Background: an optimization exercise with open tools, aiming at small area, a short achievable clock period and few clock cycles. Do not read the settings as production practice. RTL that was checked went through simulation tests only; none was proved equivalent to the original. No functional check of the RTL was part of runs 2 and 3. Power is estimated from default activity; no workload was simulated.

## flow/design.v (module list and top-level ports; edited modules follow where they fit)
// module qgk: 576 lines
// module qgk_lanes: 26 lines
// module qgk_rqstep: 28 lines
// module qgk_smlad: 318 lines
// module qgk_add18: 55 lines
// module qgk_add32: 97 lines
// module qgk_add36: 107 lines
module qgk (
    input  wire        clk,
    input  wire        rst,
    input  wire        reg_wr,
    input  wire [6:0]  reg_addr,
    input  wire [31:0] reg_wdata,
    output reg  [31:0] reg_rdata,
    output wire        busy,
    output reg         mem_req,
    output reg         mem_we,
    output reg  [31:0] mem_addr,
    output reg  [3:0]  mem_be,
    output reg  [31:0] mem_wdata,
    input  wire        mem_ready,
    input  wire [31:0] mem_rdata
);
  // ...
==> flow/flow/run.sh <==
#!/bin/bash
# The standard ORFS layout (standard synthesis, floorplan, placement, CTS,
# routing), with ORFS's timing repair asked to keep a setup margin of
# MARGIN ns at the design's clock period. The make output goes to
# standard_flow.log; ORFS keeps each step's log under orfs/logs/.
set -euo pipefail
MARGIN=7.4
bash standard.sh SETUP_SLACK_MARGIN=$MARGIN finish > standard_flow.log 2>&1
==> flow/standard.sh <==
#!/bin/bash
# synth_recipe.tcl (not shown) runs the flow's synth.tcl, then flattens the netlist and writes it again
# the make line also repeats each setting of config.mk as NAME=value (left out here)
make -C /OpenROAD-flow-scripts/flow DESIGN_CONFIG=/design/flow/config.mk WORK_HOME=/design/flow/orfs CLKGATE_MAP_FILE= SYNTH_SCRIPT=/design/flow/synth_recipe.tcl "${@:-finish}"
==> flow/config.mk <==
export PLATFORM = sky130hd
export DESIGN_NAME = qgk
export DESIGN_NICKNAME = qgk
export VERILOG_FILES = /design/flow/design.v
export SDC_FILE = /design/flow/constraint.sdc
export NUM_CORES = 8
export LEC_CHECK = 0
export CAP_MARGIN = 20
export CORE_MARGIN = 2
export CORE_UTILIZATION = 60
export CTS_CLUSTER_DIAMETER = 100
export CTS_CLUSTER_SIZE = 20
export SLEW_MARGIN = 20
==> flow/constraint.sdc <==
create_clock -name core_clock -period 16.0 [get_ports {clk}]
set_input_delay 3.2000 -clock core_clock [delete_from_list [all_inputs] [get_ports {clk}]]
set_output_delay 3.2000 -clock core_clock [all_outputs]
set_load 0.01 [all_outputs]
==> qor.csv, run 1 <==
metric,value,unit
crit_cells,11,
globalRouteOverflowTotal,0,
largest_reg_flops,36,
finalClockSkew,91.2,ps
cts_made_buffers,78,
crit_end,reg_rdata[4],
met3_length,59400,µm
nWellTaps,2030,
async_flop_share,0,%
min_path_type,reg -> reg,
max_stage_delay,490,ps
top_layer,met5,
synth_ff_type,edfxtp_1,
nonClkBufAreaFrac,4.37,%
layout_commonest_cell,edfxtp_1,
status,"complete, no violations",
clockBufferCount,101,
multiInputGateArea,51200,µm²
placed_cell_area,95300,µm²
synth-simple-area-share,11.5,%
cts_htree_levels,3,
drc_errors,0,
clkPwrFrac,16.6,%
netSwitchingPower,5.56,mW
start_util,60.5,%
min-delay-start,rq_start_req$_SDFF_PN0_,
setup_violations,0,
die_x,396,µm
dr.pass1.iters,14,
clk_path_buf_depth,3,
antenna_found_initial,31,
top_power_group,combinational logic,
multi_input_area_share,51.7,%
sh_seq_area,37.4,%
p_per_area,135,nW/µm²
inv_count,411,
slew_viol_final,0,
cts.clk_slew.worst_paths,90,ps
Testbench counts, summed over its fixed seeds: cycles 62,382.
==> module qgk, before the edit <==
module qgk (
    input  wire        clk,
    input  wire        rst,
    input  wire        reg_wr,
    input  wire [6:0]  reg_addr,
    input  wire [31:0] reg_wdata,
    output reg  [31:0] reg_rdata,
    output wire        busy,
    output reg         mem_req,
    output reg         mem_we,
    output reg  [31:0] mem_addr,
    output reg  [3:0]  mem_be,
    output reg  [31:0] mem_wdata,
    input  wire        mem_ready,
    input  wire [31:0] mem_rdata
);
    reg [31:0] cmd_r;
    reg        st_done, st_err;
    reg [2:0]  st_cause;
    reg [31:0] wptr, aptr, bptr, mptr, sptr, zptr, optr;
    reg [15:0] nch, klen;
    reg [7:0]  zw, zout, zin;
    reg [31:0] src, dst, len;
    reg [2:0]  pbit;
    reg [31:0] rqsum, rqmul;
    reg [7:0]  rqshift, rqres;
    reg [31:0] acc0, acc1, acc2, acc3;
    localparam S_IDLE = 5'd0,
               S_Z0   = 5'd1,    
               S_Z1   = 5'd2,
               S_BA   = 5'd3,    
               S_BB   = 5'd4,
               S_WA   = 5'd5,    
               S_WB   = 5'd6,
               S_X1   = 5'd7,    
               S_X2   = 5'd8,
               S_GW   = 5'd9,    
               S_OW   = 5'd10,   
               S_MA   = 5'd11,   
               S_MB   = 5'd12,
               S_S0   = 5'd13,
               S_S1   = 5'd14,
               S_TW   = 5'd15,   
               S_OP   = 5'd16,   
               S_U_RD = 5'd17,   
               S_U_WR = 5'd18,   
               S_P_OR = 5'd19,   
               S_P_RD = 5'd20,   
               S_P_WR = 5'd21,   
               S_C_RD = 5'd22,   
               S_C_WR = 5'd23,   
               S_RQ   = 5'd24;   
    reg [24:0] st;
    assign busy = !st[S_IDLE];
    reg [1:0]  wa, wo;
    reg        zpc;
    reg        conv;         
    reg [31:0] pw;           
    reg [15:0] ch;           
    reg [14:0] aw;           
    reg [15:0] co;           
    reg [1:0]  owk;          
    reg        fin;          
    reg [31:0] ba;           
    reg [31:0] wra, wrb;     
    reg [7:0]  za, zb;
    reg [31:0] ma, mb;
    reg [7:0]  sa, sb;
    reg [15:0] b1, b2;       
    reg [35:0] la_r;         
    reg [31:0] xr;           
    reg [17:0] x3lo, x3hi;   
    reg        xv, xc;       
    reg        bias_a, bias_b;
    reg [31:0] wacc0, wacc1, wacc2, wacc3;
    wire [7:0] wa_mask = (wa == 2'd1) ? 8'h03 : (wa == 2'd2) ? 8'h0F : 8'hFF;
    wire [2:0] hmax = (wa == 2'd1) ? 3'd7 : (wa == 2'd2) ? 3'd3 : 3'd1;
    wire [16:0] row_bytes = (wa == 2'd1) ? {3'd0, klen[15:2]} :
                            (wa == 2'd2) ? {2'd0, klen[15:1]} : {1'b0, klen};
    wire [16:0] col_bytes = (wo == 2'd1) ? {3'd0, nch[15:2]} :
                            (wo == 2'd2) ? {2'd0, nch[15:1]} : {1'b0, nch};
    wire [3:0] d_op  = reg_wdata[3:0];
    wire [1:0] d_wa  = reg_wdata[5:4];
    wire [1:0] d_wo  = reg_wdata[7:6];
    wire       d_zpc = reg_wdata[8];
    wire d_hi_zero = (reg_wdata[31:9] == 23'd0);
    wire d_req  = d_hi_zero && d_op == 4'd4 && d_wa == 2'd0 && d_wo != 2'd0 && !d_zpc;
    wire d_gemm = d_hi_zero && d_op == 4'd5 && d_wa != 2'd0 && d_wo != 2'd0;
    wire d_cdc  = d_hi_zero && (d_op == 4'd1 || d_op == 4'd2 || d_op == 4'd3) &&
                  d_wa != 2'd0 && d_wo == 2'd0 && !d_zpc;
    wire [3:0] d_umask = (d_wa == 2'd1) ? 4'hF : (d_wa == 2'd2) ? 4'h7 : 4'h3;
    wire [1:0] d_nmask = (d_wo == 2'd1) ? 2'h3 : 2'h1;
    wire d_dims_ok  = ((nch[1:0] & d_nmask) == 2'd0) && ((klen[3:0] & d_umask) == 4'd0);
    wire d_align_ok = (wptr[1:0] == 2'd0) && (aptr[1:0] == 2'd0) &&
                      (bptr[1:0] == 2'd0) && (mptr[1:0] == 2'd0);
    wire d_pbit_ok  = (d_wa == 2'd1) ? !pbit[0] : (d_wa == 2'd2) ? (pbit[1:0] == 2'd0) : (pbit == 3'd0);
    wire d_grp = (d_wa == 2'd1) ? (len[31:4] != 28'd0) :
                 (d_wa == 2'd2) ? (len[31:3] != 29'd0) : (len[31:2] != 30'd0);
    reg [4:0] d_st;         
    reg [2:0] d_cause;
    always @(*) begin
        d_st    = S_IDLE;
        d_cause = 3'd0;
        if (!(d_req || d_gemm || d_cdc))
            d_cause = 3'd1;
        else if (d_req)
            d_st = S_RQ;
        else if (d_op == 4'd5) begin
            if (!d_dims_ok)
                d_cause = 3'd2;
            else if (!d_align_ok)
                d_cause = 3'd3;
            else if (nch != 16'd0)
                d_st = d_zpc ? S_Z0 : S_BA;
        end else if (d_op == 4'd1) begin
            if (dst[0])
                d_cause = 3'd3;
            else if (len != 32'd0)
                d_st = S_U_RD;
        end else if (d_op == 4'd2) begin
            if (!d_pbit_ok)
                d_cause = 3'd4;
            else if (src[0])
                d_cause = 3'd3;
            else if (len != 32'd0)
                d_st = S_P_RD;
        end else begin
            if (src[1:0] != 2'd0 || dst[1:0] != 2'd0)
                d_cause = 3'd3;
            else if (d_grp)
                d_st = S_C_RD;
            else if (len != 32'd0)
                d_st = S_U_RD;
        end
    end
    wire cmd_wr = reg_wr && st[S_IDLE] && (reg_addr[6:2] == 5'h00);
    always @(*) begin
        mem_req = st[S_Z0] | st[S_Z1] | st[S_BA] | st[S_BB] | st[S_WA] | st[S_WB] | st[S_X1] |
                  st[S_X2] | st[S_OW] | st[S_MA] | st[S_MB] | st[S_S0] | st[S_S1] | st[S_U_RD] |
                  st[S_U_WR] | st[S_P_OR] | st[S_P_RD] | st[S_P_WR] | st[S_C_RD] | st[S_C_WR];
    end
    wire ack = mem_req && mem_ready;
    wire [7:0]  rd_byte = mem_rdata[{ba[1:0], 3'b000} +: 8];
    wire [7:0]  rd_next = mem_rdata[{ba[1:0] + 2'd1, 3'b000} +: 8];
    wire [2:0]  gj       = (wa == 2'd1) ? aw[2:0] : (wa == 2'd2) ? {1'b0, aw[1:0]} : {2'b0, aw[0]};
    wire [2:0]  cj       = (wa == 2'd1) ? pw[3:1] : (wa == 2'd2) ? {1'b0, pw[2:1]} : {2'b0, pw[1]};
    reg         f_last_j;    
    reg         f_c_end;     
    wire [2:0]  cj_n = st[S_C_RD] ? 3'd0 : (st[S_C_WR] && ack) ? cj + 3'd1 : cj;
    reg         f_last_grp;  
    reg         f_k_zero;    
    reg         f_ch_zero;   
    reg         f_p_or;      
    reg         f_p_cy;      
    reg         f_c_tail;    
    wire        ow_need  = (wo != 2'd1) || !ch[1];
    wire        o_half   = (wo == 2'd3) && !owk[1] && (ba[1:0] != 2'd3);
    wire        ow_cend  = (wo != 2'd3) || o_half || owk[1];
    wire        b_cross  = (ba[1:0] == 2'd3);
    wire [31:0] e_boff = (wa == 2'd1) ? {2'd0, pw[31:2]} : (wa == 2'd2) ? {1'b0, pw[31:1]} : pw;
    wire [2:0]  e_bit  = (wa == 2'd1) ? {pw[1:0], 1'b0} : (wa == 2'd2) ? {pw[0], 2'b0} : 3'd0;
    wire [3:0]  p_bsum = {1'b0, e_bit} + {1'b0, pbit};
    wire [1:0]  pw_lo_n  = st[S_IDLE] ? 2'd0 : (st[S_P_WR] && ack) ? pw[1:0] + 2'd1 : pw[1:0];
    wire [2:0]  e_bit_n  = (wa == 2'd1) ? {pw_lo_n, 1'b0} : (wa == 2'd2) ? {pw_lo_n[0], 2'b0} : 3'd0;
    wire [3:0]  p_bsum_n = {1'b0, e_bit_n} + {1'b0, pbit};
    wire        e_nbyte = (wa == 2'd3) || (wa == 2'd2 && pw[0]) || (wa == 2'd1 && pw[1:0] == 2'b11);
    reg         f_last_aw;   
    reg         f_last_ch;   
    reg         f_pw_end;    
    reg         f_c_last;    
    wire [29:0] c_grp_pw  = (wa == 2'd1) ? {2'd0, pw[31:4]} : (wa == 2'd2) ? {1'b0, pw[31:3]} : pw[31:2];
    wire [29:0] c_grp_len = (wa == 2'd1) ? {2'd0, len[31:4]} : (wa == 2'd2) ? {1'b0, len[31:3]} : len[31:2];
    wire        c_tail    = (wa == 2'd1) ? (len[3:0] != 4'd0) : (wa == 2'd2) ? (len[2:0] != 3'd0) : (len[1:0] != 2'd0);
    wire        last_grp  = ({aw, 1'b0} + {12'd0, hmax, 1'b0} + 16'd2 == klen);
    reg  [31:0] pw_op;
    always @(*) begin
        pw_op = 32'd0;
        if (st[S_WB] && f_last_grp) pw_op = {17'd0, row_bytes[16:2]};
        if (st[S_C_WR])             pw_op = 32'd1;
    end
    wire [31:0] pw_nx;
    wire        pw_co;
    qgk_add32 u_pwadd (.a(pw), .b(pw_op), .cin(1'b1), .s(pw_nx), .cout(pw_co));
    always @(posedge clk) begin
        f_last_aw <= ({aw, 1'b0} + 16'd2 == klen);
        f_last_ch <= (ch + 16'd2 == nch);
        f_pw_end  <= (pw_nx == len);
        f_c_last  <= (c_grp_pw + 30'd1 == c_grp_len);
        f_last_grp <= last_grp;
        f_k_zero  <= (klen == 16'd0);
        f_ch_zero <= (ch == 16'd0);
        f_p_or    <= (p_bsum_n[2:0] != 3'd0);
        f_p_cy    <= p_bsum_n[3];
        f_c_tail  <= c_tail;
        f_last_j  <= (gj == hmax);
        f_c_end   <= (cj_n == hmax);
    end
    wire        rq_idle;
    wire       c_end = f_c_end;
    wire       last_j = f_last_j;
    wire       s_end = (st[S_S0] && !b_cross) || st[S_S1];      
    wire       o_end = st[S_OW] && ow_cend && owk[0];           
    wire       gap   = (st[S_BB] && f_k_zero) || (st[S_X2] && f_last_aw);
    wire       g_rdy = f_ch_zero || rq_idle;
    wire       g_ow  = !f_ch_zero && ow_need;
    reg [24:0] st_adv;
    always @(*) begin
        st_adv         = 25'd0;
        st_adv[S_IDLE] = st[S_IDLE] || st[S_OP] || ((st[S_U_WR] || st[S_P_WR]) && f_pw_end) ||
                         (st[S_C_WR] && c_end && f_c_last && !f_c_tail) || (st[S_RQ] && rq_idle);
        st_adv[S_Z0]   = s_end && !f_last_ch && zpc;
        st_adv[S_Z1]   = st[S_Z0] && b_cross;
        st_adv[S_BA]   = (st[S_Z0] && !b_cross) || st[S_Z1] || (s_end && !f_last_ch && !zpc);
        st_adv[S_BB]   = st[S_BA];
        st_adv[S_WA]   = (st[S_BB] && !f_k_zero) || (st[S_X2] && !f_last_aw && last_j);
        st_adv[S_WB]   = st[S_WA];
        st_adv[S_X1]   = st[S_WB] || (st[S_X2] && !f_last_aw && !last_j);
        st_adv[S_X2]   = st[S_X1];
        st_adv[S_GW]   = (gap && !g_rdy) || (st[S_GW] && !rq_idle);
        st_adv[S_OW]   = ((gap || st[S_GW]) && g_rdy && g_ow) || (st[S_OW] && !(ow_cend && owk[0])) ||
                         (st[S_TW] && rq_idle);
        st_adv[S_MA]   = ((gap || st[S_GW]) && g_rdy && !g_ow) || (o_end && !fin);
        st_adv[S_OP]   = o_end && fin;
        st_adv[S_MB]   = st[S_MA];
        st_adv[S_S0]   = st[S_MB];
        st_adv[S_S1]   = st[S_S0] && b_cross;
        st_adv[S_TW]   = (s_end && f_last_ch) || (st[S_TW] && !rq_idle);
        st_adv[S_U_RD] = (st[S_U_WR] && !f_pw_end) || (st[S_C_WR] && c_end && f_c_last && f_c_tail);
        st_adv[S_U_WR] = st[S_U_RD];
        st_adv[S_P_RD] = st[S_P_WR] && !f_pw_end;
        st_adv[S_P_OR] = st[S_P_RD] && f_p_or;
        st_adv[S_P_WR] = (st[S_P_RD] && !f_p_or) || st[S_P_OR];
        st_adv[S_C_RD] = st[S_C_WR] && c_end && !f_c_last;
        st_adv[S_C_WR] = st[S_C_RD] || (st[S_C_WR] && !c_end);
        st_adv[S_RQ]   = st[S_RQ] && !rq_idle;
    end
    wire [24:0] st_n = st[S_IDLE] ? (cmd_wr ? (25'd1 << d_st) : (25'd1 << S_IDLE)) :
                       (mem_req && !mem_ready) ? st : st_adv;
    always @(posedge clk) begin
        if (cmd_wr) begin
            pw <= 32'd0;
            ch <= 16'd0;
            co <= 16'd0;
        end
        if (ack && (st[S_WB] || st[S_U_WR] || st[S_P_WR] || st[S_C_WR]))
            pw <= pw_nx;
        if (ack && (st[S_S1] || (st[S_S0] && !b_cross)) && !f_last_ch)
            ch <= ch + 16'd2;
        if (ack && st[S_BB])
            aw <= 15'd0;
        if (ack && st[S_X2])
            aw <= aw + 15'd1;
        if ((ack && st[S_BB]) || st[S_TW])
            owk <= 2'd0;
        if (ack && st[S_OW]) begin
            owk <= !ow_cend ? (2'b10 | owk) : {1'b0, ~owk[0]};
            if (ow_cend && owk[0])
                co <= co + ((wo == 2'd3) ? 16'd2 : 16'd1);
        end
    end
    wire [1:0]  owk_n = st[S_OW] ? (!ow_cend ? (2'b10 | owk) : {1'b0, ~owk[0]}) : 2'b00;
    wire        from_s  = (st[S_S0] || st[S_S1]);
    wire [31:0] a_base =
        ({32{st_adv[S_Z0] | st_adv[S_Z1]}} & zptr) |
        ({32{st_adv[S_BA] | st_adv[S_BB]}} & bptr) |
        ({32{st_adv[S_WA] | st_adv[S_WB]}} & wptr) |
        ({32{st_adv[S_X1] | st_adv[S_X2]}} & aptr) |
        ({32{st_adv[S_OW] | st_adv[S_OP]}} & optr) |
        ({32{st_adv[S_MA] | st_adv[S_MB]}} & mptr) |
        ({32{st_adv[S_S0] | st_adv[S_S1]}} & sptr) |
        ({32{st_adv[S_U_RD] | st_adv[S_C_RD] | st_adv[S_P_RD]}} & src) |
        ({32{st_adv[S_U_WR] | st_adv[S_C_WR] | st_adv[S_P_OR] | st_adv[S_P_WR]}} & dst);
    wire [31:0] a_off1 =
        ({32{st_adv[S_Z0] | st_adv[S_S0]}} & {16'd0, ch}) |
        ({32{st_adv[S_Z1] | st_adv[S_S1]}} & {16'd0, ch[15:1], 1'b1}) |
        ({32{st_adv[S_BA] | st_adv[S_MA]}} & {14'd0, ch, 2'b00}) |
        ({32{st_adv[S_BB] | st_adv[S_MB]}} & {14'd0, ch[15:1], 1'b1, 2'b00}) |
        ({32{st_adv[S_WA] | st_adv[S_WB]}} & {pw[29:0], 2'b00}) |
        ({32{st_adv[S_X1] | st_adv[S_X2]}} & {15'd0, aw, 2'b00}) |
        ({32{st_adv[S_OW]}} & {16'd0, co}) |
        ({32{st_adv[S_OP]}} & {15'd0, col_bytes}) |
        ({32{st_adv[S_U_RD] | st_adv[S_C_RD] | st_adv[S_P_OR] | st_adv[S_P_WR]}} & e_boff) |
        ({32{st_adv[S_U_WR] | st_adv[S_C_WR] | st_adv[S_P_RD]}} & {pw[30:0], 1'b0});
    wire [16:0] a_off2 =
        ({17{st_adv[S_Z0] & from_s}} & 17'd2) |
        ({17{st_adv[S_BA] & from_s}} & 17'd8) |
        ({17{st_adv[S_WB]}} & row_bytes) |
        ({17{st_adv[S_X1] & st[S_X2]}} & 17'd4) |
        ({17{st_adv[S_X2]}} & {klen, 1'b0}) |
        ({17{(st_adv[S_OW] & owk_n[0]) | st_adv[S_OP]}} & col_bytes) |
        ({17{(st_adv[S_U_RD] | st_adv[S_C_RD]) & st[S_C_WR]}} & ((wa == 2'd3) ? 17'd2 : 17'd1)) |
        ({17{st_adv[S_C_WR] & st[S_C_WR]}} & 17'd4) |
        ({17{st_adv[S_P_RD] & st[S_P_WR]}} & 17'd2);
    wire        a_cin  = (st_adv[S_OW] & owk_n[1]) | (st_adv[S_U_RD] & st[S_U_WR] & e_nbyte) |
                         ((st_adv[S_P_OR] | st_adv[S_P_WR]) & f_p_cy);
    wire [31:0] a_o2  = {15'd0, a_off2};
    wire [31:0] a_ps  = a_base ^ a_off1 ^ a_o2;
    wire [31:0] a_pc  = (a_base & a_off1) | (a_base & a_o2) | (a_off1 & a_o2);
    wire [31:0] na = a_ps + {a_pc[30:0], a_cin};
    wire [17:0] lane_a, lane_b;
    qgk_lanes u_lane_a (.x(st[S_C_RD] ? mem_rdata : wra), .j(conv ? cj_n : gj), .code(wa),
                        .z(conv ? zin : za), .l(lane_a));
    qgk_lanes u_lane_b (.x(wrb), .j(gj), .code(wa), .z(zb), .l(lane_b));
    wire [31:0] cv_word = {{7{la_r[17]}}, la_r[17:9], {7{la_r[8]}}, la_r[8:0]};
    wire [7:0]  u_fld   = (rd_byte >> e_bit) & wa_mask;
    wire [15:0] u_half  = {8'd0, u_fld} - {8'd0, (conv ? zin : 8'd0)};
    wire [15:0] p_half  = ba[1] ? mem_rdata[31:16] : mem_rdata[15:0];
    wire [7:0]  p_sat   = p_half[15] ? 8'd0 : (p_half > {8'd0, wa_mask}) ? wa_mask : p_half[7:0];
    wire [7:0]  p_old   = wrb[{ba[1:0], 3'b000} +: 8];
    wire [7:0]  p_byte  = (f_p_or ? p_old : 8'd0) | (wra[7:0] << p_bsum[2:0]);
    wire [15:0] o_fld   = owk[0] ? b2 : b1;
    wire [7:0]  o_byte  = (wo != 2'd3) ? o_fld[15:8] : owk[1] ? o_fld[15:8] : o_fld[7:0];
    always @(*) begin
        mem_addr  = {ba[31:2], 2'b00};
        mem_we    = 1'b0;
        mem_be    = 4'd0;
        mem_wdata = 32'd0;
        if (st[S_U_WR]) begin
                mem_we    = 1'b1;
                mem_be    = ba[1] ? 4'b1100 : 4'b0011;
                mem_wdata = {2{wra[15:0]}};
        end
        if (st[S_C_WR]) begin
                mem_we    = 1'b1;
                mem_be    = 4'b1111;
                mem_wdata = cv_word;
        end
        if (st[S_P_WR]) begin
                mem_we    = 1'b1;
                mem_be    = 4'b0001 << ba[1:0];
                mem_wdata = {4{p_byte}};
        end
        if (st[S_OW]) begin
                mem_we    = 1'b1;
                if (o_half) begin
                    mem_be    = 4'b0011 << ba[1:0];
                    mem_wdata = (ba[1:0] == 2'd0) ? {16'd0, o_fld} :
                                (ba[1:0] == 2'd1) ? {8'd0, o_fld, 8'd0} : {o_fld, 16'd0};
                end else begin
                    mem_be    = 4'b0001 << ba[1:0];
                    mem_wdata = {4{o_byte}};
                end
        end
    end
    always @(*) begin
        case (reg_addr[6:2])
            5'h00:   reg_rdata = cmd_r;
            5'h01:   reg_rdata = {24'd0, 1'b0, st_cause, 2'b00, st_err, st_done};
            5'h02:   reg_rdata = wptr;
            5'h03:   reg_rdata = aptr;
            5'h04:   reg_rdata = bptr;
            5'h05:   reg_rdata = mptr;
            5'h06:   reg_rdata = sptr;
            5'h07:   reg_rdata = zptr;
            5'h08:   reg_rdata = optr;
            5'h09:   reg_rdata = {klen, nch};
            5'h0A:   reg_rdata = {8'd0, zin, zout, zw};
            5'h0B:   reg_rdata = src;
            5'h0C:   reg_rdata = dst;
            5'h0D:   reg_rdata = len;
            5'h0E:   reg_rdata = {29'd0, pbit};
            5'h0F:   reg_rdata = rqsum;
            5'h10:   reg_rdata = rqmul;
            5'h11:   reg_rdata = {24'd0, rqshift};
            5'h12:   reg_rdata = {24'd0, rqres};
            5'h14:   reg_rdata = acc0;
            5'h15:   reg_rdata = acc1;
            5'h16:   reg_rdata = acc2;
            5'h17:   reg_rdata = acc3;
            default: reg_rdata = 32'd0;
        endcase
    end
    wire [17:0] x3lo_n, x3hi_n;
    wire        x3c0, x3c1;
    qgk_add18 u_x3lo (.a({{2{mem_rdata[15]}}, mem_rdata[15:0]}), .b({mem_rdata[15], mem_rdata[15:0], 1'b0}),
                      .cin(1'b0), .s(x3lo_n), .cout(x3c0));
    qgk_add18 u_x3hi (.a({{2{mem_rdata[31]}}, mem_rdata[31:16]}), .b({mem_rdata[31], mem_rdata[31:16], 1'b0}),
                      .cin(1'b0), .s(x3hi_n), .cout(x3c1));
    wire [31:0] mac_a, mac_b;
    qgk_smlad u_mac_a (.a0(la_r[8:0]),   .a1(la_r[17:9]),  .x0(xr[15:0]), .x1(xr[31:16]),
                       .t0(x3lo), .t1(x3hi), .acc(bias_a ? xr : xc ? wacc1 : wacc0), .q(mac_a));
    qgk_smlad u_mac_b (.a0(la_r[26:18]), .a1(la_r[35:27]), .x0(xr[15:0]), .x1(xr[31:16]),
                       .t0(x3lo), .t1(x3hi), .acc(bias_b ? xr : xc ? wacc3 : wacc2), .q(mac_b));
    always @(posedge clk) begin
        xr   <= mem_rdata;
        x3lo <= x3lo_n;
        x3hi <= x3hi_n;
        la_r <= (st[S_BA] || st[S_BB]) ? 36'd0 : {lane_b, lane_a};
        if (bias_a || (xv && !xc)) wacc0 <= mac_a;
        if (bias_a || (xv &&  xc)) wacc1 <= mac_a;
        if (bias_b || (xv && !xc)) wacc2 <= mac_b;
        if (bias_b || (xv &&  xc)) wacc3 <= mac_b;
    end
    localparam R_IDLE = 2'd0, R_LOAD = 2'd1, R_PSH = 2'd2, R_MUL = 2'd3;
    reg [1:0]  rq_ph;
    reg [31:0] rq_pre;
    reg        rq_pb;
    reg [31:0] rq_a;
    reg [4:0]  rq_cnt;
    reg        rq_ovf;
    reg [1:0]  rq_k;
    reg        rq_req;
    reg        rq_fin;       
    reg        rq_fodd;      
    reg        rq_freq;      
    reg [1:0]  rq_rem;
    reg        rq_start, rq_start_req;
    wire [31:0] r_sum = rq_req ? rqsum : (rq_k == 2'd0) ? acc0 : (rq_k == 2'd1) ? acc1 :
                                         (rq_k == 2'd2) ? acc2 : acc3;
    wire [31:0] r_m   = rq_req ? rqmul : rq_k[1] ? mb : ma;
    wire [7:0]  r_s   = rq_req ? rqshift : rq_k[1] ? sb : sa;
    wire        r_psh = r_s[7];                          
    wire [4:0]  r_n1c = (r_s[7:5] == 3'b111) ? ~r_s[4:0] : 5'd31;    
    wire [4:0]  r_n2  = r_s[7] ? 5'd0 : (r_s[6:5] != 2'b00) ? 5'd31 : r_s[4:0];
    wire [3:0]  r_steps = 4'd7 + {1'b0, r_n2[4:2]};
    wire        r_load = (rq_ph == R_LOAD);
    wire [3:0]  r_dig = r_load ? r_sum[3:0] : rq_pre[3:0];
    wire        r_dpb = r_load ? 1'b0 : rq_pb;
    wire [31:0] r_ain = r_load ? 32'd0 : rq_a;
    wire [35:0] r_acc;
    qgk_rqstep u_rqstep (.a(r_ain), .m(r_m), .d0({r_dig[1:0], r_dpb}), .d1(r_dig[3:1]), .s(r_acc));
    wire [10:0] f_lo  = rq_a[10:0] >> rq_rem;
    wire        f_neg = rq_a[31];
    wire [2:0]  f_hm  = (rq_rem == 2'd0) ? 3'b111 : (rq_rem == 2'd1) ? 3'b110 :
                        (rq_rem == 2'd2) ? 3'b100 : 3'b000;
    wire        f_h0  = (rq_a[31:11] == 21'd0) && ((rq_a[10:8] & f_hm) == 3'd0);
    wire        f_h1  = (rq_a[31:11] == {21{1'b1}}) && ((rq_a[10:8] & f_hm) == f_hm);
    wire [8:0]  f_sum = {1'b0, f_lo[7:0]} + {1'b0, zout};
    wire [7:0]  r_max = (wo == 2'd1) ? 8'd3 : (wo == 2'd2) ? 8'd15 : 8'd255;
    wire [7:0]  f_min = (f_sum[7:0] > r_max) ? r_max : f_sum[7:0];
    wire [7:0]  r_q   = f_h0 ? ((f_sum > {1'b0, r_max}) ? r_max : f_sum[7:0]) :
                        f_h1 ? (f_sum[8] ? f_min : 8'd0) :
                        f_neg ? 8'd0 : r_max;
    always @(posedge clk) begin
        rq_fin <= 1'b0;
        if (rst) begin
            rq_ph <= R_IDLE;
        end else begin
            case (rq_ph)
                R_IDLE: begin
                    rq_k   <= 2'd0;
                    rq_req <= rq_start_req;
                    if (rq_start || rq_start_req)
                        rq_ph <= R_LOAD;
                end
                R_LOAD: begin
                    rq_rem <= r_n2[1:0];
                    if (!r_psh) begin
                        rq_a     <= r_acc[35:4];
                        rq_pre   <= {{4{r_sum[31]}}, r_sum[31:4]};
                        rq_pb    <= r_sum[3];
                        rq_cnt   <= {1'b0, r_steps} - 5'd1;
                        rq_ph    <= R_MUL;
                    end else begin
                        rq_a     <= 32'd0;
                        rq_pre   <= r_sum;
                        rq_ovf   <= 1'b0;
                        rq_cnt   <= r_n1c;
                        rq_ph    <= R_PSH;
                    end
                end
                R_PSH: begin
                    rq_ovf <= rq_ovf | (rq_pre[31] ^ rq_pre[30]);
                    rq_pre <= {rq_pre[30:0], 1'b0};
                    rq_cnt <= rq_cnt - 5'd1;
                    if (rq_cnt == 5'd0) begin
                        if (rq_ovf || (rq_pre[31] ^ rq_pre[30]))
                            rq_pre <= r_sum[31] ? 32'h8000_0000 : 32'h7FFF_FFFF;
                        rq_pb  <= 1'b0;
                        rq_cnt <= {1'b0, r_steps};
                        rq_ph  <= R_MUL;
                    end
                end
                R_MUL: begin
                    rq_a   <= r_acc[35:4];
                    rq_pre <= {{4{rq_pre[31]}}, rq_pre[31:4]};
                    rq_pb  <= rq_pre[3];
                    rq_cnt <= rq_cnt - 5'd1;
                    if (rq_cnt == 5'd0) begin
                        rq_fin  <= 1'b1;
                        rq_fodd <= rq_k[0];
                        rq_freq <= rq_req;
                        rq_k    <= rq_k + 2'd1;
                        rq_ph   <= (rq_req || rq_k == 2'd3) ? R_IDLE : R_LOAD;
                    end
                end
            endcase
        end
    end
    always @(posedge clk) begin
        if (rq_fin && !rq_freq) begin
            if (!rq_fodd)
                b1 <= (wo == 2'd1) ? {r_q[1:0], b1[15:2]} : (wo == 2'd2) ? {r_q[3:0], b1[15:4]} : {r_q, b1[15:8]};
            else
                b2 <= (wo == 2'd1) ? {r_q[1:0], b2[15:2]} : (wo == 2'd2) ? {r_q[3:0], b2[15:4]} : {r_q, b2[15:8]};
        end
    end
    assign rq_idle = (rq_ph == R_IDLE) && !rq_start && !rq_start_req && !rq_fin;
    wire        h_wr = reg_wr && st[S_IDLE];
    wire [31:0] dz   = reg_wdata & {32{~rst}};
    wire [4:0]  ha   = reg_addr[6:2];
    wire        snap = ack && (st[S_S1] || (st[S_S0] && !b_cross));
    always @(posedge clk) begin
        if (rst || (h_wr && ha == 5'h00)) cmd_r   <= dz;
        if (rst || (h_wr && ha == 5'h02)) wptr    <= dz;
        if (rst || (h_wr && ha == 5'h03)) aptr    <= dz;
        if (rst || (h_wr && ha == 5'h04)) bptr    <= dz;
        if (rst || (h_wr && ha == 5'h05)) mptr    <= dz;
        if (rst || (h_wr && ha == 5'h06)) sptr    <= dz;
        if (rst || (h_wr && ha == 5'h07)) zptr    <= dz;
        if (rst || (h_wr && ha == 5'h08) || st[S_OP])
            optr <= (st[S_OP] && !rst) ? ba : dz;
        if (rst || (h_wr && ha == 5'h09)) begin nch <= dz[15:0]; klen <= dz[31:16]; end
        if (rst || (h_wr && ha == 5'h0A)) begin zw <= dz[7:0]; zout <= dz[15:8]; zin <= dz[23:16]; end
        if (rst || (h_wr && ha == 5'h0B)) src     <= dz;
        if (rst || (h_wr && ha == 5'h0C)) dst     <= dz;
        if (rst || (h_wr && ha == 5'h0D)) len     <= dz;
        if (rst || (h_wr && ha == 5'h0E)) pbit    <= dz[2:0];
        if (rst || (h_wr && ha == 5'h0F)) rqsum   <= dz;
        if (rst || (h_wr && ha == 5'h10)) rqmul   <= dz;
        if (rst || (h_wr && ha == 5'h11)) rqshift <= dz[7:0];
        if (rst || (rq_fin && rq_freq)) rqres <= r_q & {8{~rst}};
        if (rst || snap) begin
            acc0 <= wacc0 & {32{~rst}};
            acc1 <= wacc1 & {32{~rst}};
            acc2 <= wacc2 & {32{~rst}};
            acc3 <= wacc3 & {32{~rst}};
        end
    end
    always @(posedge clk) begin
        rq_start     <= 1'b0;
        rq_start_req <= 1'b0;
        xv           <= 1'b0;
        bias_a       <= 1'b0;
        bias_b       <= 1'b0;
        st    <= rst ? (25'd1 << S_IDLE) : st_n;
        if (st[S_IDLE])
            ba <= (reg_wdata[3:0] == 4'd5) ? (reg_wdata[8] ? zptr : bptr) : src;
        else if (!(mem_req && !mem_ready))
            ba <= na;
        if (rst) begin
            st_done  <= 1'b0;
            st_err   <= 1'b0;
            st_cause <= 3'd0;
        end else begin
            if (cmd_wr) begin
                wa    <= d_wa;
                wo    <= d_wo;
                zpc   <= d_zpc;
                conv  <= (d_op == 4'd3);
                za    <= zw;
                zb    <= zw;
                st_done  <= 1'b1;
                st_err   <= (d_cause != 3'd0);
                st_cause <= d_cause;
                rq_start_req <= d_req;
            end
            if (ack && st[S_Z0]) begin za <= rd_byte; zb <= rd_next; end
            if (ack && st[S_Z1]) zb <= rd_byte;
            if (ack && st[S_BA]) bias_a <= 1'b1;
            if (ack && st[S_BB]) begin bias_b <= 1'b1; fin <= 1'b0; end
            if (ack && (st[S_WA] || st[S_C_RD])) wra <= mem_rdata;
            if (ack && st[S_U_RD]) wra[15:0] <= u_half;
            if (ack && st[S_P_RD]) wra[7:0] <= p_sat;
            if (ack && (st[S_WB] || st[S_P_OR])) wrb <= mem_rdata;
            if (ack && st[S_X1]) begin xv <= 1'b1; xc <= 1'b0; end
            if (ack && st[S_X2]) begin xv <= 1'b1; xc <= 1'b1; end
            if (ack && st[S_MA]) ma <= mem_rdata;
            if (ack && st[S_MB]) mb <= mem_rdata;
            if (ack && st[S_S0]) begin sa <= rd_byte; sb <= rd_next; end
            if (ack && st[S_S1]) sb <= rd_byte;
            if (st[S_TW]) fin <= 1'b1;
            if (snap) rq_start <= 1'b1;
        end
    end
endmodule
==> run 2, diff against run 1 <==
--- a/flow/design.v
+++ b/flow/design.v
@@ -62,17 +62,17 @@
     reg [1:0]  owk;          
     reg        fin;          
     reg [31:0] ba;           
     reg [31:0] wra, wrb;     
     reg [7:0]  za, zb;
     reg [31:0] ma, mb;
     reg [7:0]  sa, sb;
     reg [15:0] b1, b2;       
-    reg [35:0] la_r;         
+    reg [59:0] la_r;         
     reg [31:0] xr;           
     reg [17:0] x3lo, x3hi;   
     reg        xv, xc;       
     reg        bias_a, bias_b;
     reg [31:0] wacc0, wacc1, wacc2, wacc3;
     wire [7:0] wa_mask = (wa == 2'd1) ? 8'h03 : (wa == 2'd2) ? 8'h0F : 8'hFF;
     wire [2:0] hmax = (wa == 2'd1) ? 3'd7 : (wa == 2'd2) ? 3'd3 : 3'd1;
     wire [16:0] row_bytes = (wa == 2'd1) ? {3'd0, klen[15:2]} :
@@ -371,26 +371,31 @@
         endcase
     end
     wire [17:0] x3lo_n, x3hi_n;
     wire        x3c0, x3c1;
     qgk_add18 u_x3lo (.a({{2{mem_rdata[15]}}, mem_rdata[15:0]}), .b({mem_rdata[15], mem_rdata[15:0], 1'b0}),
                       .cin(1'b0), .s(x3lo_n), .cout(x3c0));
     qgk_add18 u_x3hi (.a({{2{mem_rdata[31]}}, mem_rdata[31:16]}), .b({mem_rdata[31], mem_rdata[31:16], 1'b0}),
                       .cin(1'b0), .s(x3hi_n), .cout(x3c1));
+    wire [14:0] bd_al, bd_ah, bd_bl, bd_bh;
+    qgk_benc u_benc_al (.a(lane_a[8:0]),   .d(bd_al));
+    qgk_benc u_benc_ah (.a(lane_a[17:9]),  .d(bd_ah));
+    qgk_benc u_benc_bl (.a(lane_b[8:0]),   .d(bd_bl));
+    qgk_benc u_benc_bh (.a(lane_b[17:9]),  .d(bd_bh));
     wire [31:0] mac_a, mac_b;
-    qgk_smlad u_mac_a (.a0(la_r[8:0]),   .a1(la_r[17:9]),  .x0(xr[15:0]), .x1(xr[31:16]),
+    qgk_smlad u_mac_a (.a0(la_r[14:0]),  .a1(la_r[29:15]), .x0(xr[15:0]), .x1(xr[31:16]),
                        .t0(x3lo), .t1(x3hi), .acc(bias_a ? xr : xc ? wacc1 : wacc0), .q(mac_a));
-    qgk_smlad u_mac_b (.a0(la_r[26:18]), .a1(la_r[35:27]), .x0(xr[15:0]), .x1(xr[31:16]),
+    qgk_smlad u_mac_b (.a0(la_r[44:30]), .a1(la_r[59:45]), .x0(xr[15:0]), .x1(xr[31:16]),
                        .t0(x3lo), .t1(x3hi), .acc(bias_b ? xr : xc ? wacc3 : wacc2), .q(mac_b));
     always @(posedge clk) begin
         xr   <= mem_rdata;
         x3lo <= x3lo_n;
         x3hi <= x3hi_n;
-        la_r <= (st[S_BA] || st[S_BB]) ? 36'd0 : {lane_b, lane_a};
+        la_r <= (st[S_BA] || st[S_BB]) ? 60'd0 : conv ? {42'd0, lane_a} : {bd_bh, bd_bl, bd_ah, bd_al};
         if (bias_a || (xv && !xc)) wacc0 <= mac_a;
         if (bias_a || (xv &&  xc)) wacc1 <= mac_a;
         if (bias_b || (xv && !xc)) wacc2 <= mac_b;
         if (bias_b || (xv &&  xc)) wacc3 <= mac_b;
     end
     localparam R_IDLE = 2'd0, R_LOAD = 2'd1, R_PSH = 2'd2, R_MUL = 2'd3;
     reg [1:0]  rq_ph;
     reg [31:0] rq_pre;
@@ -624,79 +629,71 @@
     wire [35:0] r1 = {{2{q0[33]}}, q0};
     wire [35:0] r2 = {q1, {2{n1}}};
     wire [35:0] cs = r0 ^ r1 ^ r2;
     wire [35:0] cc = (r0 & r1) | (r0 & r2) | (r1 & r2);
     wire        co;
     qgk_add36 u_add (.a(cs), .b({cc[34:0], n0}), .cin(n1), .s(s), .cout(co));
 endmodule
 module qgk_smlad (
-    input  wire [8:0]  a0,
-    input  wire [8:0]  a1,
+    input  wire [14:0] a0,
+    input  wire [14:0] a1,
     input  wire [15:0] x0,
     input  wire [15:0] x1,
     input  wire [17:0] t0,
     input  wire [17:0] t1,
     input  wire [31:0] acc,
     output wire [31:0] q
 );
-    wire [9:0]  e0 = {a0, 1'b0};
     wire [17:0] m0_1 = {{2{x0[15]}}, x0};
     wire [17:0] m0_2 = {x0[15], x0, 1'b0};
     wire [17:0] m0_4 = {x0, 2'b00};
-    wire [3:0] p00_b = e0[3:0];
-    wire p00_s1 = (p00_b == 4'b0001) | (p00_b == 4'b0010) | (p00_b == 4'b1101) | (p00_b == 4'b1110);
-    wire p00_s2 = (p00_b == 4'b0011) | (p00_b == 4'b0100) | (p00_b == 4'b1011) | (p00_b == 4'b1100);
-    wire p00_s3 = (p00_b == 4'b0101) | (p00_b == 4'b0110) | (p00_b == 4'b1001) | (p00_b == 4'b1010);
-    wire p00_s4 = (p00_b == 4'b0111) | (p00_b == 4'b1000);
-    wire p00_n = p00_b[3];
+    wire p00_s1 = a0[0];
+    wire p00_s2 = a0[1];
+    wire p00_s3 = a0[2];
+    wire p00_s4 = a0[3];
+    wire p00_n = a0[4];
     wire [17:0] p00_m = ({18{p00_s1}} & m0_1) | ({18{p00_s2}} & m0_2) | ({18{p00_s3}} & t0) | ({18{p00_s4}} & m0_4);
     wire [17:0] p00 = {~(p00_m[17] ^ p00_n), p00_m[16:0] ^ {17{p00_n}}};
-    wire [3:0] p01_b = e0[6:3];
-    wire p01_s1 = (p01_b == 4'b0001) | (p01_b == 4'b0010) | (p01_b == 4'b1101) | (p01_b == 4'b1110);
-    wire p01_s2 = (p01_b == 4'b0011) | (p01_b == 4'b0100) | (p01_b == 4'b1011) | (p01_b == 4'b1100);
-    wire p01_s3 = (p01_b == 4'b0101) | (p01_b == 4'b0110) | (p01_b == 4'b1001) | (p01_b == 4'b1010);
-    wire p01_s4 = (p01_b == 4'b0111) | (p01_b == 4'b1000);
-    wire p01_n = p01_b[3];
+    wire p01_s1 = a0[5];
+    wire p01_s2 = a0[6];
+    wire p01_s3 = a0[7];
+    wire p01_s4 = a0[8];
+    wire p01_n = a0[9];
     wire [17:0] p01_m = ({18{p01_s1}} & m0_1) | ({18{p01_s2}} & m0_2) | ({18{p01_s3}} & t0) | ({18{p01_s4}} & m0_4);
     wire [17:0] p01 = {~(p01_m[17] ^ p01_n), p01_m[16:0] ^ {17{p01_n}}};
-    wire [3:0] p02_b = e0[9:6];
-    wire p02_s1 = (p02_b == 4'b0001) | (p02_b == 4'b0010) | (p02_b == 4'b1101) | (p02_b == 4'b1110);
-    wire p02_s2 = (p02_b == 4'b0011) | (p02_b == 4'b0100) | (p02_b == 4'b1011) | (p02_b == 4'b1100);
-    wire p02_s3 = (p02_b == 4'b0101) | (p02_b == 4'b0110) | (p02_b == 4'b1001) | (p02_b == 4'b1010);
-    wire p02_s4 = (p02_b == 4'b0111) | (p02_b == 4'b1000);
-    wire p02_n = p02_b[3];
+    wire p02_s1 = a0[10];
+    wire p02_s2 = a0[11];
+    wire p02_s3 = a0[12];
+    wire p02_s4 = a0[13];
+    wire p02_n = a0[14];
     wire [17:0] p02_m = ({18{p02_s1}} & m0_1) | ({18{p02_s2}} & m0_2) | ({18{p02_s3}} & t0) | ({18{p02_s4}} & m0_4);
     wire [17:0] p02 = {~(p02_m[17] ^ p02_n), p02_m[16:0] ^ {17{p02_n}}};
-    wire [9:0]  e1 = {a1, 1'b0};
     wire [17:0] m1_1 = {{2{x1[15]}}, x1};
     wire [17:0] m1_2 = {x1[15], x1, 1'b0};
     wire [17:0] m1_4 = {x1, 2'b00};
-    wire [3:0] p10_b = e1[3:0];
-    wire p10_s1 = (p10_b == 4'b0001) | (p10_b == 4'b0010) | (p10_b == 4'b1101) | (p10_b == 4'b1110);
-    wire p10_s2 = (p10_b == 4'b0011) | (p10_b == 4'b0100) | (p10_b == 4'b1011) | (p10_b == 4'b1100);
-    wire p10_s3 = (p10_b == 4'b0101) | (p10_b == 4'b0110) | (p10_b == 4'b1001) | (p10_b == 4'b1010);
-    wire p10_s4 = (p10_b == 4'b0111) | (p10_b == 4'b1000);
-    wire p10_n = p10_b[3];
+    wire p10_s1 = a1[0];
+    wire p10_s2 = a1[1];
+    wire p10_s3 = a1[2];
+    wire p10_s4 = a1[3];
+    wire p10_n = a1[4];
     wire [17:0] p10_m = ({18{p10_s1}} & m1_1) | ({18{p10_s2}} & m1_2) | ({18{p10_s3}} & t1) | ({18{p10_s4}} & m1_4);
     wire [17:0] p10 = {~(p10_m[17] ^ p10_n), p10_m[16:0] ^ {17{p10_n}}};
-    wire [3:0] p11_b = e1[6:3];
-    wire p11_s1 = (p11_b == 4'b0001) | (p11_b == 4'b0010) | (p11_b == 4'b1101) | (p11_b == 4'b1110);
-    wire p11_s2 = (p11_b == 4'b0011) | (p11_b == 4'b0100) | (p11_b == 4'b1011) | (p11_b == 4'b1100);
-    wire p11_s3 = (p11_b == 4'b0101) | (p11_b == 4'b0110) | (p11_b == 4'b1001) | (p11_b == 4'b1010);
-    wire p11_s4 = (p11_b == 4'b0111) | (p11_b == 4'b1000);
-    wire p11_n = p11_b[3];
+    wire p11_s1 = a1[5];
+    wire p11_s2 = a1[6];
+    wire p11_s3 = a1[7];
+    wire p11_s4 = a1[8];
+    wire p11_n = a1[9];
     wire [17:0] p11_m = ({18{p11_s1}} & m1_1) | ({18{p11_s2}} & m1_2) | ({18{p11_s3}} & t1) | ({18{p11_s4}} & m1_4);
     wire [17:0] p11 = {~(p11_m[17] ^ p11_n), p11_m[16:0] ^ {17{p11_n}}};
-    wire [3:0] p12_b = e1[9:6];
-    wire p12_s1 = (p12_b == 4'b0001) | (p12_b == 4'b0010) | (p12_b == 4'b1101) | (p12_b == 4'b1110);
-    wire p12_s2 = (p12_b == 4'b0011) | (p12_b == 4'b0100) | (p12_b == 4'b1011) | (p12_b == 4'b1100);
-    wire p12_s3 = (p12_b == 4'b0101) | (p12_b == 4'b0110) | (p12_b == 4'b1001) | (p12_b == 4'b1010);
-    wire p12_s4 = (p12_b == 4'b0111) | (p12_b == 4'b1000);
-    wire p12_n = p12_b[3];
+    wire p12_s1 = a1[10];
+    wire p12_s2 = a1[11];
+    wire p12_s3 = a1[12];
+    wire p12_s4 = a1[13];
+    wire p12_n = a1[14];
     wire [17:0] p12_m = ({18{p12_s1}} & m1_1) | ({18{p12_s2}} & m1_2) | ({18{p12_s3}} & t1) | ({18{p12_s4}} & m1_4);
     wire [17:0] p12 = {~(p12_m[17] ^ p12_n), p12_m[16:0] ^ {17{p12_n}}};
     wire acc31n = ~acc[31];
     wire d_s1 = p00[3] ^ p01[0];
     wire d_c2 = p00[3] & p01[0];
     wire d_s3 = p00[6] ^ p01[3] ^ p02[0];
     wire d_c4 = (p00[6] & p01[3]) | (p00[6] & p02[0]) | (p01[3] & p02[0]);
     wire d_s5 = p02_n ^ p10[6];
@@ -941,16 +938,40 @@
     wire d_c244 = acc[30] & 1'b1;
     wire [32:0] d_ra = {1'b1, acc31n, d_s243, d_s241, d_s239, d_s237, d_s235, d_s233, d_s231, d_s229, d_s227, d_s225, d_s223, d_s221, d_s219, d_s217, d_s215, d_s213, d_s211, d_s209, d_s207, d_s205, d_s203, d_s201, d_s199, d_s197, d_s195, d_s193, d_s191, d_s189, d_s187, d_s185, d_s135};
     wire [32:0] d_rb = {1'b0, d_c244, d_c242, d_c240, d_c238, d_c236, d_c234, d_c232, d_c230, d_c228, d_c226, d_c224, d_c222, d_c220, d_c218, d_c216, d_c214, d_c212, d_c210, d_c208, d_c206, d_c204, d_c202, d_c200, d_c198, d_c196, d_c194, d_c192, d_c190, d_c188, d_c186, d_c184, d_s183};
     wire [32:0] s = d_ra + d_rb;
     wire ovp = ~s[32] & s[31];
     wire ovn = s[32] & ~s[31];
     assign q = ovp ? 32'h7FFF_FFFF : ovn ? 32'h8000_0000 : s[31:0];
 endmodule
+module qgk_benc (
+    input  wire [8:0]  a,
+    output wire [14:0] d
+);
+    wire [9:0] e = {a, 1'b0};
+    wire [3:0] b0 = e[3:0];
+    assign d[0] = (b0 == 4'b0001) | (b0 == 4'b0010) | (b0 == 4'b1101) | (b0 == 4'b1110);
+    assign d[1] = (b0 == 4'b0011) | (b0 == 4'b0100) | (b0 == 4'b1011) | (b0 == 4'b1100);
+    assign d[2] = (b0 == 4'b0101) | (b0 == 4'b0110) | (b0 == 4'b1001) | (b0 == 4'b1010);
+    assign d[3] = (b0 == 4'b0111) | (b0 == 4'b1000);
+    assign d[4] = b0[3];
+    wire [3:0] b1 = e[6:3];
+    assign d[5] = (b1 == 4'b0001) | (b1 == 4'b0010) | (b1 == 4'b1101) | (b1 == 4'b1110);
+    assign d[6] = (b1 == 4'b0011) | (b1 == 4'b0100) | (b1 == 4'b1011) | (b1 == 4'b1100);
+    assign d[7] = (b1 == 4'b0101) | (b1 == 4'b0110) | (b1 == 4'b1001) | (b1 == 4'b1010);
+    assign d[8] = (b1 == 4'b0111) | (b1 == 4'b1000);
+    assign d[9] = b1[3];
+    wire [3:0] b2 = e[9:6];
+    assign d[10] = (b2 == 4'b0001) | (b2 == 4'b0010) | (b2 == 4'b1101) | (b2 == 4'b1110);
+    assign d[11] = (b2 == 4'b0011) | (b2 == 4'b0100) | (b2 == 4'b1011) | (b2 == 4'b1100);
+    assign d[12] = (b2 == 4'b0101) | (b2 == 4'b0110) | (b2 == 4'b1001) | (b2 == 4'b1010);
+    assign d[13] = (b2 == 4'b0111) | (b2 == 4'b1000);
+    assign d[14] = b2[3];
+endmodule
 module qgk_add18 (
     input  wire [17:0] a,
     input  wire [17:0] b,
     input  wire        cin,
     output wire [17:0] s,
     output wire        cout
 );
     wire [17:0] p = a ^ b;
==> run 2 against run 1 <==
Net effect:
- cell area shrank 0.98%
- still clean on timing, DRC and antenna
- fmax down 1.4%
- register-to-register slack worse by 180 ps
- flip-flop and latch count up 24
- clock skew decreased by 25 ps
- critical endpoint is now reg_rdata[0]
- synthesized cell count decreased by 1.6%
- clock power is 2% higher
- total power is 6.0% lower
- via count shrank 0.73%
- combinational power fell by 13%
- largest cell class unchanged
==> qor.csv, run 2 <==
metric,value,unit,change
synth_area_per_cell,10.3,µm²,was 10.2 µm²
synthAdderAreaFrac,11.1,%,was 11.3%
ys_warn_count,3,,unchanged
nNetsFinal,9362,,was 9539
grt_pass1_vias,72900,,was 73700
critPathArrivalTime,5580,ps,was 5460 ps
finalHoldViolCount,0,,unchanged
finalClockSkew,66.3,ps,was 91.2 ps
cts_made_buffers,80,,was 78
synth.most_common_cell,edfxtp_1,,unchanged
layout_commonest_cell,edfxtp_1,,unchanged
final.setup.tns,0,ps,unchanged
gp_congestion,1.07,,was 1.05
place.port_buffers,173,,unchanged
leakagePower,37.7,nW,was 37.4 nW
synth-simple-area-share,10.8,%,was 11.5%
synthTopCellsByCount,"edfxtp_1, nor2_1, nand2_1",,"was edfxtp_1, nand2_1, nor2_1"
synth-edff-count,1121,,unchanged
status,"complete, no violations",,unchanged
globalRouteOverflowTotal,0,,unchanged
start_util,60.2,%,was 60.5%
max_cap_viol_count,0,,unchanged
cp.required,12800,ps,about the same
n_fill_cell,12000,,was 12100
postSynthCellCount,8862,,was 9007
clock_latency,790,ps,was 770 ps
vias_per_cell,7.33,,was 7.28
die_h,394,µm,was 396 µm
cts_htree_levels,3,,unchanged
async_flop_share,0,%,unchanged
syn_to_final_growth,7.59,%,was 7.68%
synth_area,91100,µm²,was 92000 µm²
drc_errors,0,,unchanged
die_x,394,µm,was 396 µm
final_cell_mix,"edfxtp_1, nor2_1, nand2_1",,"was edfxtp_1, nand2_1, nor2_1"
cts_root_buf,clkbuf_16,,unchanged
finalHoldWorstSlack,505,ps,was 437 ps
path_class,in -> out,,unchanged
dp.cells,10500,,was 10700
yosys.area.top_type,edfxtp_1,,unchanged
wire_per_inst,35.6,µm,was 34.6 µm
rows,143,,unchanged
routed_wl,383000,µm,was 377000 µm
antenna_found_initial,34,,was 31
slew_viol_final,0,,unchanged
grt_max_degree,163,,was 81
core-area,151000,µm²,was 152000 µm²
io_pins,178,,unchanged
synth_area_leaders,"edfxtp_1, fa_1, ha_1, mux2i_1, dfxtp_1",,"was edfxtp_1, fa_1, mux2i_1, ha_1, dfxtp_1"
startpoint_type,primary input,,unchanged
rsz0062_at_grt,true,,unchanged
cts.clk_slew.worst_paths,90,ps,about the same
grt_use_total,47.6,%,was 47.1%
grt_pass1_wl,531000,µm,was 530000 µm
antenna_left,0,,unchanged
synthXorXnorAreaFrac,6.01,%,was 5.04%
crit_path_max_fanout,5,,was 13
clock-sinks,1311,,was 1287
synth_cell_types,103,,was 104
setup_violations,0,,unchanged
largest_reg_flops,60,,was 36
dp_hpwl,270000,µm,was 274000 µm
dr.pass1.iters,14,,unchanged
tightest_slew,1290,ps,was 1270 ps
synth_top_family_by_area,compound AO/OA/AOI/OAI gates,,unchanged
synth_mux_area_share,6.84,%,was 8.61%
drtIter0Drc,13900,,was 14200
p_per_area,129,nW/µm²,was 135 nW/µm²
cts_tree,done,,unchanged
min_path_type,reg -> reg,,unchanged
maxSlewHeadroom,14.3,%,was 14.7%
dieArea,155000,µm²,was 156000 µm²
synth_ff_type,edfxtp_1,,unchanged
finalCritPeriodShare,54.9,%,was 54.1%
max_freq,0.114,GHz,was 0.116 GHz
layout-drive-gt1-share,7.55,%,was 8.90%
ys_ff_latch,1311,,was 1287
dr_total_vias,78800,,was 79400
yosysSeqAreaShare,41.1,%,was 40.2%
fin_cells,10800,,was 10900
synth_compound_area_share,19.0,%,was 18.5%
endpoint_kind,output port,,unchanged
clk_path_buf_depth,3,,unchanged
regMostFlops,la_r,,unchanged
synth_top_area_share,36.9,%,was 36.6%
fin_crit,8780,ps,was 8660 ps
ir_drop,0.000179,V,was 0.000245 V
run 2: cell count changes in the layout (fill, tap and decap cells not counted), moves of 52 or more:
cell / change
a21oi_1: +70
a22o_1: +52
a22oi_1: -62
buf_4: -70
inv_1: +66
mux2i_1: -96
nand2_1: -101
o21ai_1: -57
xnor2_1: +68
run 2: logic make-up after synthesis:
group,after synthesis
adder cells (fa/ha/maj),645
AO/OA/AOI/OAI,2488
buffers and inverters,1176
AND/OR/NAND/NOR,2100
XOR/XNOR,622
multiplexers,519
flip-flops,1311
other,1
run 2: metal layers:
layer / global-route usage [%] / share of wire, % / routed length [µm]
met1: 59.3 / 34 / 131000
met5: 0 / 0.059 / 226
met2: 67.4 / 41 / 156000
met4: 35.1 / 9.3 / 35700
met3: 17.8 / 16 / 59400
run 2: where the power goes:
group / switching, mW / internal, mW / total (mW)
Combinational: 3.52 / 2.38 / 5.90
Sequential: 0.314 / 4.13 / 4.44
Clock: 1.28 / 0.989 / 2.27
Total: 5.11 / 7.50 / 12.6
run 2: critical path, stage by stage:
cell,delay [ps]
buf_8,90
nand2b_4,160
buf_6,110
nor3_4,40
buf_12,120
clkbuf_16,160
buf_12,130
a222oi_1,420
nand3_1,160
nor2_2,140
nand4_1,480
buf_2,350
run 2: final cells by class:
class                           count  area, µm²  area share [%]
Sequential cell                  1311      37500            38.2
Tap cell                         2030       2540            2.59
Clock buffer                      105       2120            2.16
Antenna cell                       25       62.6          0.0638
Inverter                          473       1780            1.81
Timing Repair Buffer              415       4150            4.23
Clock inverter                     21        364           0.371
Multi-Input combinational cell   6376      49600            50.6
run 2: final timing paths:
kind | from | endpoint | slack (ps) | cells past startpoint
max | reg_addr[6] | reg_rdata[0] | 7220 | 12
min | st_cause[2]$_SDFFE_PP0P_ | st_cause[2]$_SDFFE_PP0P_ | 510 | 2
max reg2reg | ba[0]$_DFFE_PP_ | ba[31]$_DFFE_PP_ | 7440 | 22
min reg2reg | st_cause[2]$_SDFFE_PP0P_ | st_cause[2]$_SDFFE_PP0P_ | 510 | 2
run 2: per-stage QoR:
stage	utilization, %	setup WS, ps	cell area (µm²)	power [mW]
CTS	64.3	7390	97300	12.4
global placement	62.2	6220	94100	9.97
global route	64.7	7250	98000	13.3
detailed placement	62.2	6170	94100	10.2
finish	64.8	7220	98100	12.6
floorplan	-	7790	91100	8.56
run 2: repair_timing:
action	CTS	global route
gates resized for setup	139	64
setup endpoints to repair	33	39
cloned	6	6
setup buffers	18	34
hold buffers	0	0
pin swaps	16	18
==> run 3, diff against run 2 <==
--- a/flow/flow/run.sh
+++ b/flow/flow/run.sh
@@ -4,5 +4,5 @@
 # MARGIN ns at the design's clock period. The make output goes to
 # standard_flow.log; ORFS keeps each step's log under orfs/logs/.
 set -euo pipefail
-MARGIN=7.4
+MARGIN=7.6
 bash standard.sh SETUP_SLACK_MARGIN=$MARGIN finish > standard_flow.log 2>&1
--- a/flow/config.mk
+++ b/flow/config.mk
@@ -7,7 +7,7 @@
 export LEC_CHECK = 0
 export CAP_MARGIN = 20
 export CORE_MARGIN = 2
-export CORE_UTILIZATION = 60
+export CORE_UTILIZATION = 55
 export CTS_CLUSTER_DIAMETER = 100
 export CTS_CLUSTER_SIZE = 20
 export SLEW_MARGIN = 20
==> run 3 against run 2 <==
Net effect:
- combinational power fell by 2%
- synthesized area did not move
- count of clock-buffer cells in the layout rose by 12
- sequential share of layout area fell by 0.30 points
- die area rose by 9.0%
- worst hold slack got worse by 47 ps
- via count rose by 0.33%
- largest cell class unchanged
- largest power group unchanged
==> qor.csv, run 3 <==
metric,value,unit,change
finalHoldViolCount,0,,unchanged
die_x,411,µm,was 394 µm
synth_ff_type,edfxtp_1,,unchanged
dr_total_vias,79100,,was 78800
synth-edff-count,1121,,unchanged
drtIter0Drc,14300,,was 13900
layout-drive-gt1-share,8.41,%,was 7.55%
maxSlewHeadroom,12.1,%,was 14.3%
ys_warn_count,3,,unchanged
synth_top_area_share,36.9,%,unchanged
yosys.area.top_type,edfxtp_1,,unchanged
die_h,411,µm,was 394 µm
clkPwrFrac,17.6,%,was 18.0%
setup_slack,7390,ps,was 7220 ps
p_per_area,125,nW/µm²,was 129 nW/µm²
synth.most_common_cell,edfxtp_1,,unchanged
rsz0062_at_grt,true,,unchanged
slew_viol_final,0,,unchanged
max_stage_delay,310,ps,was 480 ps
tightest_slew,1320,ps,was 1290 ps
finalHoldWorstSlack,458,ps,was 505 ps
cts_root_buf,clkbuf_16,,unchanged
placed_cell_area,94400,µm²,was 94100 µm²
grt_pass1_wl,552000,µm,was 531000 µm
regMostFlops,la_r,,unchanged
globalRouteOverflowTotal,0,,unchanged
setup_violations,0,,unchanged
synth_cell_types,103,,unchanged
min_path_type,reg -> reg,,unchanged
ys_ff_latch,1311,,unchanged
internal_power,7.45,mW,was 7.50 mW
cts.clk_slew.worst_paths,90,ps,about the same
pre_cts_ws,6010,ps,was 6170 ps
cp.required,12800,ps,about the same
hold_buffers,0,,unchanged
place.port_buffers,173,,unchanged
grt_pass1_vias,72800,,was 72900
synth_area_leaders,"edfxtp_1, fa_1, ha_1, mux2i_1, dfxtp_1",,unchanged
cts_tree,done,,unchanged
layout_commonest_cell,edfxtp_1,,unchanged
p_total,12.4,mW,was 12.6 mW
clock-sinks,1311,,unchanged
synth_area,91100,µm²,unchanged
clock_latency,770,ps,was 790 ps
io_pins,178,,unchanged
hold_depth,0,,was 2
core-area,165000,µm²,was 151000 µm²
r2r-start,rq_k[0]$_SDFFCE_PN0P_,,was ba[0]$_DFFE_PP_
grt_use_total,46.0,%,was 47.6%
syn_to_final_growth,8.44,%,was 7.59%
async_flop_share,0,%,unchanged
final.setup.tns,0,ps,unchanged
reg2reg_depth,29,,was 22
final_cell_mix,"edfxtp_1, nor2_1, nand2_1",,unchanged
finalCritPeriodShare,53.8,%,was 54.9%
start_util,55.3,%,was 60.2%
path_class,in -> out,,unchanged
crit_family,buffers and inverters,,was simple AND/OR/NAND/NOR gates
cts_made_buffers,78,,was 80
status,"complete, no violations",,unchanged
ir_drop,0.000174,V,was 0.000179 V
cpMaxStageDelayCell,buf_4,,was nand4_1
synthTopCellsByCount,"edfxtp_1, nor2_1, nand2_1",,unchanged
wire_per_inst,36.5,µm,was 35.6 µm
final_util,60.0,%,was 64.8%
endpoint_kind,output port,,unchanged
nNetsFinal,9419,,was 9362
largest_reg_flops,60,,unchanged
final_area,98800,µm²,was 98100 µm²
rows,149,,was 143
postSynthCellCount,8862,,unchanged
yosysSeqAreaShare,41.1,%,unchanged
dieArea,169000,µm²,was 155000 µm²
gp_congestion,0.990,,was 1.07
power.share.combinational,46.6,%,was 46.8%
crit_top_cell,buf_4,,was buf_12
switching_share,40.0,%,was 40.5%
crit_cells,12,,unchanged
antenna_left,0,,unchanged
finalClockSkew,75.8,ps,was 66.3 ps
fin_crit,8610,ps,was 8780 ps
synth_area_per_cell,10.3,µm²,unchanged
routed_wl,400000,µm,was 383000 µm
crit_path_max_fanout,12,,was 5
startpoint_type,primary input,,unchanged
vias_per_cell,7.20,,was 7.33
dp.cells,10700,,was 10500
antenna_found_initial,47,,was 34
netSwitchingPower,4.95,mW,was 5.11 mW
clk_path_buf_depth,3,,unchanged
drc_errors,0,,unchanged
grt_max_degree,95,,was 163
min-delay-start,rq_start_req$_SDFF_PN0_,,was st_cause[2]$_SDFFE_PP0P_
seqPwrFrac,35.8,%,was 35.2%
max_freq,0.116,GHz,was 0.114 GHz
dp_hpwl,280000,µm,was 270000 µm
critPathLaunch,reg_addr[6],,unchanged
critPathArrivalTime,5410,ps,was 5580 ps
path_cells,buf_8 > nand2b_4 > buf_4 > buf_4 > nor2_4 > buf_4 > clkbuf_16 > a22oi_1 > nand4_1 > nor2_1 > nand2_1 > dlygate4sd2_1,,was buf_8 > nand2b_4 > buf_6 > nor3_4 > buf_12 > clkbuf_16 > buf_12 > a222oi_1 > nand3_1 > nor2_2 > nand4_1 > buf_2
fin_cells,11000,,was 10800
leakagePower,37.9,nW,was 37.7 nW
cts_htree_levels,3,,unchanged
max_cap_viol_count,0,,unchanged
dr.pass1.iters,13,,was 14
timing.critical_path.buf_inv,6,,unchanged
[run 3: cell counts after synthesis]
Identical to the previous run, type by type.
[run 3: metal layers]
metal  GRT usage [%]  vias to the layer above  share of wire [%]  wire length, µm
li1                -                    32500                  -                -
met1            57.6                    38300                 35           141000
met2            66.0                     6547                 41           165000
met3            16.8                     1701                 14            57400
met4            31.6                       50                9.1            36600
met5           0.707                        -               0.15              602
[run 3: worst reg2reg max path: cells and delay by family (launching register included)]
family	cells	cell delay, ps
compound gates	9	2370
fa+ha+maj	5	1990
buf+inv	6	1680
simple gates	6	740
flops	1	500
xor+xnor	2	330
mux	1	260
[run 3: cell families (layout without fill, tap and decap cells)]
logic type / after synthesis / after routing / synth area share, %
other: 1 / 25 / 0.00411
flip-flops: 1311 / 1311 / 41.1
buffers and inverters: 1176 / 1078 / 5.13
AND/OR/NAND/NOR: 2100 / 2100 / 10.8
adder cells (fa/ha/maj): 645 / 645 / 11.1
XOR/XNOR: 622 / 622 / 6.01
AO/OA/AOI/OAI: 2488 / 2488 / 19.0
multiplexers: 519 / 519 / 6.84
[run 3: power groups by stage]
stage               sequential (mW)  combinational [mW]  clock, mW
finish                         4.43                5.78       2.18
global route                   4.42                6.41       2.27
CTS                            4.40                5.68       2.17
detailed placement             4.47                5.63          0
global placement               4.47                5.49          0
floorplan                      4.28                4.28          0
[run 3: area by class of cell]
class / instances / area [µm²]
Timing Repair Buffer: 474 / 4770
Tap cell: 2189 / 2740
Antenna cell: 23 / 57.6
Sequential cell: 1311 / 37500
Multi-Input combinational cell: 6376 / 49700
Clock inverter: 14 / 189
Fill cell: 13800 / 66000
Inverter: 473 / 1780
Clock buffer: 117 / 2120
[run 3: what timing repair did]
| item | in CTS | in global routing |
|---|---|---|
| endpoints found under the setup margin | 33 | 52 |
| gates resized for setup | 183 | 83 |
| setup buffers | 43 | 42 |
| gates cloned | 8 | 9 |
| hold endpoints to repair | 0 | 0 |
| pin swaps | 25 | 33 |
[run 3: path summary, 6_finish.rpt]
| check | to | slack (ps) |
|---|---|---|
| min | rq_req$_DFFE_PP_ | 460 |
| max reg2reg | rq_a[31]$_DFFE_PP_ | 7800 |
| min reg2reg | rq_req$_DFFE_PP_ | 460 |
| max | reg_rdata[14] | 7390 |

[afterwards: timing with drivers on the ports]
How much do the figures lean on ideal ports? The routed layouts below were timed once more, with nothing changed but the port constraints.
Step 1 sets driving cells, clkbuf_16 on the clock port and buf_2 on the other inputs (assumed; they add their load-dependent delay and slew).
Step 2 adds t to the input delays and takes it off the output delays; t is the mean of the earliest and latest rising clock arrival at the registers after step 1. Input paths then give back, and output paths get back, about the clock's delay inside the block.
Slacks: ideal ports / drivers / drivers and shift; pairs: ideal ports / drivers.
run | t (ns) | slack for setup (ns) | hold WS [ns] | clock arrival spread, ns
run 1 | 0.806 | 7.343 / 7.313 / 7.313 | 0.437 / 0.437 / 0.437 | 0.094 / 0.095
run 2 | 0.841 | 7.217 / 7.137 / 7.000 | 0.505 / 0.505 / 0.505 | 0.070 / 0.070
run 3 | 0.827 | 7.388 / 7.347 / 7.126 | 0.458 / 0.458 / 0.458 | 0.076 / 0.076
After both steps setup and hold are still met in every run listed. The setup slack of run 3, which loses most, moves by -0.041 ns with the drivers and by -0.262 ns with both steps.
